This design comes from an exercise in tuning for small area, a short achievable clock period and few clock cycles per item on the open sky130 flow, not from production work. In this exercise RTL edits were held to simulation tests only and were not proved equivalent to the original.

<file path="run.sh">
#!/bin/bash
# synth_recipe.tcl (not shown) runs the flow's synth.tcl, then flattens the netlist and writes it again
# the make line also repeats each setting of config.mk as NAME=value (left out here)
make -C /OpenROAD-flow-scripts/flow DESIGN_CONFIG=/design/flow/config.mk WORK_HOME=/design/flow/orfs CLKGATE_MAP_FILE= SYNTH_SCRIPT=/design/flow/synth_recipe.tcl finish
</file>
<file path="config.mk">
export PLATFORM = sky130hd
export DESIGN_NAME = grad_stream
export DESIGN_NICKNAME = grad_stream
export VERILOG_FILES = /design/flow/design.v
export SDC_FILE = /design/flow/constraint.sdc
export NUM_CORES = 4
export LEC_CHECK = 0
export CAP_MARGIN = 20
export CORE_MARGIN = 2
export CORE_UTILIZATION = 40
export SLEW_MARGIN = 20
</file>
<file path="constraint.sdc">
create_clock -name core_clock -period 30.0 [get_ports {clk}]
set_input_delay 6.0000 -clock core_clock [delete_from_list [all_inputs] [get_ports {clk}]]
set_output_delay 6.0000 -clock core_clock [all_outputs]
set_load 0.01 [all_outputs]
</file>
<file path="design.v">
module grad_stream (
    input  wire       clk,
    input  wire       rst,
    input  wire       in_valid,
    output wire       in_ready,
    input  wire       in_sof,
    input  wire [6:0] in_width,
    input  wire [1:0] in_preset,
    input  wire [7:0] in_pix,
    output reg        out_valid,
    input  wire       out_ready,
    output reg  [7:0] out_mag
);
    localparam MAXW = 64;
    reg [6:0] width;
    reg [1:0] preset;
    reg [6:0] x;           
    reg [1:0] yrow;        
    reg [7:0] lb0 [0:MAXW-1];
    reg [7:0] lb1 [0:MAXW-1];
    reg [7:0] c0_0, c0_1, c0_2;
    reg [7:0] c1_0, c1_1, c1_2;
    wire accept = in_valid && in_ready;
    wire [6:0] px     = in_sof ? 7'd0 : x;
    wire [1:0] py     = in_sof ? 2'd0 : yrow;
    wire [6:0] pwidth = in_sof ? in_width : width;
    wire [1:0] ppre   = in_sof ? in_preset : preset;
    wire [7:0] c2_0 = lb1[px[5:0]];
    wire [7:0] c2_1 = lb0[px[5:0]];
    wire [7:0] c2_2 = in_pix;
    wire signed [11:0] p00 = {4'b0, c0_0}, p01 = {4'b0, c1_0}, p02 = {4'b0, c2_0};
    wire signed [11:0] p10 = {4'b0, c0_1}, p11 = {4'b0, c1_1}, p12 = {4'b0, c2_1};
    wire signed [11:0] p20 = {4'b0, c0_2}, p21 = {4'b0, c1_2}, p22 = {4'b0, c2_2};
    reg signed [11:0] sx, sy;
    always @(*) begin
        case (ppre)
            2'd2: begin    
                sx = (p02 + p12 + p22) - (p00 + p10 + p20);
                sy = (p20 + p21 + p22) - (p00 + p01 + p02);
            end
            2'd3: begin    
                sx = p12 - p10;
                sy = p21 - p01;
            end
            default: begin  
                sx = (p02 + 12'sd2 * p12 + p22) - (p00 + 12'sd2 * p10 + p20);
                sy = (p20 + 12'sd2 * p21 + p22) - (p00 + 12'sd2 * p01 + p02);
            end
        endcase
    end
    wire [10:0] ax = sx[11] ? -sx[10:0] : sx[10:0];
    wire [10:0] ay = sy[11] ? -sy[10:0] : sy[10:0];
    wire [21:0] sumsq = ax * ax + ay * ay;
    function automatic [7:0] isqrt16(input [15:0] v);
        reg [17:0] rem;
        reg [7:0]  root;
        reg [9:0]  trial;
        integer i;
        begin
            rem  = 18'd0;
            root = 8'd0;
            for (i = 7; i >= 0; i = i - 1) begin
                rem   = {rem[15:0], v[2*i+1], v[2*i]};
                trial = {root, 2'b01};
                if (rem >= {8'd0, trial}) begin
                    rem  = rem - {8'd0, trial};
                    root = {root[6:0], 1'b1};
                end else
                    root = {root[6:0], 1'b0};
            end
            isqrt16 = root;
        end
    endfunction
    wire [7:0] mag = (sumsq >= 22'd65536) ? 8'd255 : isqrt16(sumsq[15:0]);
    wire interior = (py == 2'd2) && (px >= 7'd2);
    assign in_ready = !out_valid || out_ready;
    always @(posedge clk) begin
        if (accept) begin
            lb1[px[5:0]] <= lb0[px[5:0]];
            lb0[px[5:0]] <= in_pix;
            c0_0 <= c1_0; c0_1 <= c1_1; c0_2 <= c1_2;
            c1_0 <= c2_0; c1_1 <= c2_1; c1_2 <= c2_2;
        end
    end
    always @(posedge clk) begin
        if (rst) begin
            x         <= 7'd0;
            yrow      <= 2'd0;
            width     <= 7'd3;
            preset    <= 2'd1;
            out_valid <= 1'b0;
            out_mag   <= 8'd0;
        end else begin
            if (out_valid && out_ready)
                out_valid <= 1'b0;
            if (accept) begin
                width  <= pwidth;
                preset <= ppre;
                if (px == pwidth - 7'd1) begin
                    x <= 7'd0;
                    if (py != 2'd2) yrow <= py + 2'd1;
                    else            yrow <= py;
                end else begin
                    x    <= px + 7'd1;
                    yrow <= py;
                end
                if (interior) begin
                    out_valid <= 1'b1;
                    out_mag   <= mag;
                end
            end
        end
    end
endmodule
</file>
==> notes.md <==
## registers in the layout, summed over array words and instances (netlist names), 7 cells and up
| name | cells |
|---|---|
| lb0 | 512 |
| lb1 | 512 |
| c0_0 | 8 |
| c0_1 | 8 |
| c0_2 | 8 |
| c1_0 | 8 |
| c1_1 | 8 |
| c1_2 | 8 |
| out_mag | 8 |
| width | 7 |
| x | 7 |
## cell families after synthesis
logic type,count (synthesis),share of synthesized area
adders and majority gates,496,0.147
and+or+nand+nor,1166,0.0929
other,1,0.0000656
xor gates and xnor gates,100,0.0155
buffers and inverters,644,0.0433
DFF,1099,0.573
AOI/OAI and AO/OA,909,0.107
muxes,108,0.0211
## worst max-delay path: cells and delay by family
kind / cells / cell delay (ns)
compound gates: 37 / 6.50
xor+xnor: 1 / 0.09
fa+ha+maj: 19 / 7.29
buf+inv: 24 / 2.86
mux: 6 / 1.40
simple gates: 34 / 5.09
## repair_timing
item | in CTS | in global routing
buffers inserted | 0 | 27
endpoints found under the setup margin | 0 | 1
resized for setup | 0 | 100
## layer usage
metal  up-vias  part of all wire  GRT usage
li1      17300                 -          -
met1     19900              0.41      0.313
met2      1773              0.47      0.375
met3       300             0.082     0.0360
met4         4             0.036     0.0782
met5         -           0.00013          0
## cells in the mapped netlist (all sizes together) (8+ instances only)
cell type / n
fa: 292
dfxtp: 27
o21a: 9
clkbuf: 161
o221ai: 107
nand2b: 48
a21o: 26
nand3: 91
o21bai: 14
nand3b: 8
a31oi: 93
xnor2: 68
or3: 19
ha: 204
o31ai: 8
and2: 17
a21oi: 194
nor2b: 23
nor4: 14
a211oi: 22
o2111ai: 8
a22oi: 18
o211ai: 22
nor3: 100
o22ai: 146
o311ai: 12
or2: 27
and3: 19
mux2: 74
nand2: 386
inv: 434
nand4: 9
edfxtp: 1072
xor2: 32
buf: 46
o21ai: 126
a221oi: 16
o22a: 11
a222oi: 9
nor2: 379
mux2i: 32
## area by class of cell
type	instances	area [µm²]	area share
sequential	1099	32700	0.487
multi-input combinational	2781	22600	0.337
timing repair buffer	514	4370	0.0650
clock buffer	135	2830	0.0421
tap	1890	2360	0.0352
inverter	437	1660	0.0247
clock inverter	56	568	0.00846
antenna	1	2.50	0.0000373
## final timing paths
kind	from	endpoint
worst min register to register	c1_1[7]	c0_1[7]
worst max-delay path	in_sof	out_mag[0]
worst max register to register	x[0]	out_mag[0]
worst min-delay path	c1_1[7]	c0_1[7]
==> notes.md <==
* Status: complete, no violations
* Ports at 32
* Fin crit period at 28.65 ns
* Max Clk Rate at 0.0349 GHz
* Most frequent cells in the layout: edfxtp_1, buf_4, inv_1
* Antenna violations before repair at 4
* Worst setup margin at 1.35 ns
* Setup violators final at 0
* Fillers at 12600
* Total routed wirelength at 173 mm
* Port bufs at 31
* Mapped cell area at 57100 µm²
* Register area share after synthesis at 0.573
* Post-layout util at 0.474
* Worst-path clk slew at 0.06 ns
* Initial DRC Count at 4150
* Routability cong. at 0.939
* Clock root buffer: clkbuf_16
* Critical path capture point type: flip-flop
* Max Cap Viol at 0
* Critical Path RT at 30.60 ns
* CTS tree: done
* Final instance area at 67200 µm²
* Ys Warns at 1
* Layout cells sized above 1 at 0.179
* Delay of the slowest critical-path stage at 0.55 ns
* Worst-Margin Slew at 1.05 ns
* Max Clock Skew at 0.0798 ns
* Half-perimeter wire length after placement at 114 mm
* WHS at 0.401 ns
* Yosys reg bits at 1099
* Die width at 382 µm
* Top cell type's share of synthesized area at 0.563
* Clock Sinks at 1099
* TritonRoute pass-1 iters at 7
* Total negative slack at 0 ns
* Post-DRT Antenna Nets at 0
* Hold_buf cts at 0
* Drt drc at 0
* Endpoints failing hold at 0
* Peak fanout along the critical path at 17
* Layout area overhead at 17.6%
* GR Overflow Total at 0
* Ys flop type: edfxtp_1
* EDFF count, synth at 1072
* Starting Density at 0.404
* Post-DP Area at 62900 µm²
* Tcrit/Tclk final at 0.955
* Via Count at 39300
* RSZ-0062 raised after global routing: false
* Row count at 138
* H-tree Lvls at 3
* CP Launch Type: input port
* Netlist cell types at 108
* Synthesized area per cell at 12.6 µm²
* CTS Buffer Depth at 3
* Largest net degree at the start of global routing at 71
* WL/cell at 25.0 µm
* Post-synthesis async set-or-reset flop share at 0
* Synth area leader: edfxtp_1
* Hold Path Class: reg2reg
* Nets at 5460
* Vias/cell at 5.68
* Depth of the most critical reg-to-reg path at 122
* Final Slew Violations at 0
* CP Class: in2reg
* Top cell by count, worst path: fa_1
* Synth area leaders: edfxtp_1, fa_1, ha_1
* Std-Cell Core Area at 142000 µm²
* Clock latency (worst-skew pair) at 0.76 ns
* Worst reg2reg setup slack at 5.36 ns
* Vias in the first global route at 38800
* First-pass GRT wire length at 252 mm
* Rel. slew slack at 0.299
* Leading cell type in the layout, fill and taps excluded: edfxtp_1
* CP arrival at 29.25 ns
* Worst hold stages at 0
* Die height at 382 µm
* Post-Syn Instances at 4523
* Die Area at 146000 µm²
* GRT Overall Usage at 0.230
* Post-Layout Cell Count at 6913
* Slowest-stage cell, CP: fa_1
* Number of buffers created by CTS at 109
* Pre-CTS setup slack at -0.00620 ns
* Placed Cells at 6685
Testbench counts, summed over its fixed seeds: cycles 48,007, items 48,000.

==> afterwards: timing with drivers on the ports <==
In the flow no input, the clock included, has a driving cell. The finished layout below was timed again as built, in two steps. Step 1, drivers: a clkbuf_16 drives clk and a buf_2 each remaining input, both assumed. Step 2 moves the port delays by t, midway between the first and last clock arrival at a register: inputs arrive t later, outputs are due t later. That takes back most of the time a late clock gives input paths. Slacks: ideal ports / drivers / drivers and shift; pairs: ideal ports / drivers.
shift t [ns]: 0.791
slack for setup (ns): 1.353 / 1.290 / 0.499
latest minus earliest clock arrival (ns): 0.080 / 0.080
worst register clock-pin slew, ns: 0.08 / 0.08
cell pins on the clock port's net: 1
After both steps this run still meets setup and hold. The setup slack of this run moves by -0.063 ns with the drivers and by -0.854 ns with both steps.
